Background: an optimization exercise with open tools, aiming at small area. Do not read the settings as production practice.
Function was checked by simulation only, so behaviour that the tests miss may differ from the original.
No activity file was given, so power comes from the tool's default toggle rates.

## jbeat_crc
module jbeat_crc (
  input  wire        clk,
  input  wire        rst,
  input  wire        req_valid,
  input  wire        req_write,
  input  wire [3:0]  req_addr,
  input  wire [31:0] req_wdata,
  output reg         rsp_valid,
  output wire [31:0] rsp_rdata,
  input  wire [31:0] len_src,
  input  wire [31:0] len_tgt,
  input  wire [31:0] len_pat,
  output reg         mem_en,
  output reg         mem_we,
  output reg  [1:0]  mem_sel,
  output wire [29:0] mem_addr,
  output reg  [3:0]  mem_wstrb,
  output wire [31:0] mem_wdata,
  input  wire [31:0] mem_rdata
);
  localparam [31:0] POLY = 32'hEDB88320;
  localparam [3:0] C_MIS_SRC = 4'd1, C_SIZE = 4'd4, C_TRUNC = 4'd5,
                   C_ILLEGAL = 4'd6, C_NOTREADY = 4'd7;
  localparam [3:0] T_TCHK = 4'd1, T_CCHK = 4'd2, T_RUN = 4'd3, T_COPY = 4'd4,
                   T_LD = 4'd5, T_CHK = 4'd6, T_GATH = 4'd7, T_ALN = 4'd8,
                   T_WR1 = 4'd9, T_WR2 = 4'd10, T_RD = 4'd11, T_SZW = 4'd12;
  localparam [2:0] S_IDLE = 3'd0, S_WAIT = 3'd1, S_STEP = 3'd2,
                   S_BYTE1 = 3'd3, S_BYTE2 = 3'd4;
  function [31:0] crc4(input [31:0] c, input [3:0] d);
  ...
export LEC_CHECK = 0
export ABC_AREA = 1
export CAP_MARGIN = 20
export CORE_MARGIN = 2
export CORE_UTILIZATION = 40
export CTS_CLUSTER_DIAMETER = 80
export CTS_CLUSTER_SIZE = 30
export PLACE_DENSITY = 0.6
export SLEW_MARGIN = 20
create_clock -name core_clock -period 7.0 [get_ports {clk}]
standard.sh (not shown) runs the stock make flow with config.mk's settings and CLKGATE_MAP_FILE= SYNTH_SCRIPT=/design/flow/synth_recipe.tcl, a recipe that flattens the netlist after the stock synthesis.
==> flow/flow/run.sh <==
#!/bin/bash
# The standard layout (standard.sh) with three changes that do not touch what
# is built or measured:
#  - synthesis maps the logic with an area-oriented ABC script (abc_area.script
#    here, in a copy of the ORFS scripts folder; the registers are mapped
#    before ABC runs, so they are the standard synthesis's);
#  - every input and output port is buffered with sky130_fd_sc_hd__buf_1;
#  - CTS inserts no dummy loads.
# Each tool's output goes to the ORFS logs under orfs/logs; make's own output
# goes to standard_flow.log here.
set -euo pipefail
here=$(pwd)
rm -rf "$here/scripts"
cp -r "$FLOW_HOME/scripts" "$here/scripts"
cp "$here/flow/abc_area.script" "$here/scripts/abc_area.script"
bash standard.sh finish \
  "SCRIPTS_DIR=$here/scripts" \
  'BUFFER_PORTS_ARGS=-buffer_cell sky130_fd_sc_hd__buf_1' \
  'CTS_ARGS=-sink_clustering_enable -repair_clock_nets -sink_clustering_size 30 -sink_clustering_max_diameter 80 -dont_use_dummy_load' \
  > standard_flow.log 2>&1
==> flow/flow/abc_area.script <==
strash
dch
amap
Next try:
--- a/flow/design.v
+++ b/flow/design.v
@@ -44,18 +44,19 @@
   reg [31:0] acc;                
   reg        acc_v;
   reg [2:0]  sum_v, exp_v, size_v;
   reg        ok, fault;
   reg [3:0]  cause;
   wire [15:0] status = {cause, fault, ok, size_v, exp_v, sum_v, acc_v};
   reg [2:0]  ph;
   reg [2:0]  st;
   reg [2:0]  sc;                 
+  reg        fin;                
   reg [2:0]  cnt;                
   reg        b3;                 
   reg        mrd;                
   reg [1:0]  lo;                 
   reg        cw, cn;             
   reg        gt_q, lt_q, eq_q, ps_q;
   reg [1:0]  nlo;
   reg [2:0]  mm_q;
   assign rsp_rdata = r;
@@ -177,20 +178,21 @@
   reg crc_run_en;
   always @(*) begin
     case (ph)
       3'd2, 3'd3: crc_run_en = (cnt > 3'd0);
       3'd4, 3'd5: crc_run_en = (cnt > 3'd1);
       3'd6, 3'd7: crc_run_en = (cnt > 3'd2);
       default:    crc_run_en = b3;
     endcase
   end
+  wire [2:0] ld_m3 = (ph >= 3'd2) ? sc : sc - 3'd1;
   wire       ld_cy = ({1'b0, ph} >= (4'd8 - {1'b0, lo, 1'b0}));
-  wire [2:0] ld_k  = sc - 3'd1 - {2'd0, ld_cy};
+  wire [2:0] ld_k  = ld_m3 - {2'd0, ld_cy};
   wire       ld_w  = is_ld && (ld_k <= 3'd2);
   wire [1:0] tsel  = is_ld ? lo + 2'd1 : 2'd0;
   wire [3:0] rtap  = r[8*tsel +: 4];
   wire [15:0] cw16  = req_wdata[15:0];
   wire [3:0]  c_op  = cw16[15:12];
   wire [1:0]  c_z   = cw16[11:10];
   wire [1:0]  c_b   = cw16[9:8];
   wire [7:0]  c_imm = cw16[7:0];
   reg c_legal;
@@ -225,19 +227,19 @@
     mem_en    = run_rd || ld_rd || wr1 || wr2;
     mem_we    = wr1 || wr2;
     mem_sel   = is_run ? sb : 2'd2;
     mem_wstrb = wr1 ? (4'hF << lo) : wr2 ? ~(4'hF << lo) : 4'd0;
   end
   wire tchk_fail = ps_now || gt_now;
   wire cchk_fail = (sb == 2'd2 && !nsum[4]) || gt_now;
   wire chk_fail  = |mm_now;
   wire step_end  = (st == S_STEP) && ph7 &&
-                   (is_run ? (cnt == 3'd0) : is_ld ? (sc == ld_m + 3'd1) : 1'b1);
+                   (is_run ? fin : is_ld ? (sc == ld_m) : 1'b1);
   wire step_fail = (is_tchk && tchk_fail) || (is_cchk && cchk_fail) ||
                    (is_chk && chk_fail);
   wire acc_set  = (acc_req && req_write && !faulted_w && req_addr == 4'd0 &&
                    c_legal && c_op == 4'h1) ||
                   (step_end && is_cchk && !cchk_fail);
   wire acc_step = (st == S_BYTE1) || (st == S_BYTE2) || crc_run_en;
   wire acc_rot  = is_copy || (is_rd && ra == 4'd5);
   wire r_ldw   = acc_req && req_write;
   wire r_hold  = (st == S_IDLE) || (st == S_WAIT) ||
@@ -327,21 +329,22 @@
               end
             endcase
           end
         end
         S_BYTE1: st <= S_BYTE2;
         S_BYTE2: begin st <= S_IDLE; rsp_valid <= 1'b1; end
         S_WAIT: if (ph7) st <= S_STEP;
         S_STEP: begin
           if (is_run && ph0) begin
+            fin <= !(run_full || run_part);
             cnt <= run_full ? 3'd4 : run_part ? {1'b0, nlo} : 3'd0;
           end
-          if (is_ld && ph == 3'd1) sc <= sc + 3'd1;
+          if (ph7) sc <= sc + 3'd1;
           if (step_end) begin
             sc <= 3'd0;
             if (step_fail) begin
               fault <= 1'b1; ok <= 1'b0;
               cause <= is_chk ? (mm_now[0] ? C_MIS_SRC :
                                  mm_now[1] ? C_MIS_SRC + 4'd1 : C_MIS_SRC + 4'd2) :
                        (is_cchk && sb != 2'd2) ? C_SIZE : C_TRUNC;
               rsp_valid <= 1'b1;
               st <= S_IDLE;
After rerunning:
- The changed run went through all stages and came out clean
- cell area went up by about 1.2%
- fmax rose by about 1.1%
- clock power increases by about 6%
- worst hold slack loses 0.016 ns
- via count came out higher by 3.1%
- first-iteration DRC count is higher by 5.8%
- critical path depth fell by 4
- synthesized cell count increases by 1.2%
- sequential share of layout area shrinks by 0.45 points
- final cell count grows by 0.99%
- area after synthesis increases by 1.0%
- routed wire length goes up by 4.4%
- global-route usage came out higher by 0.79 points

[port drivers added, routing unchanged]
The flow's constraints put no driver on any port. The routed layouts listed below were extracted and timed again, unchanged, in two steps. Step 1: set_driving_cell puts a clkbuf_16 on clk and a buf_2 on each other input, an assumption about the parent block. Step 2 also shifts input and output timing later by t, the mid clock arrival at the registers, as if the neighbouring blocks saw the same clock. Slacks: no drivers / after step 1 / after step 2; pairs: no drivers / after step 1.
run | t, ns | setup WS [ns] | hold WS [ns] | pins driven straight from the clock port
the first run | 0.576 | 0.655 / 0.655 / 0.655 | 0.309 / 0.309 / 0.309 | 1
the second run | 0.586 | 0.726 / 0.726 / 0.726 | 0.293 / 0.293 / 0.293 | 1
After both steps setup and hold are still met in every run listed.
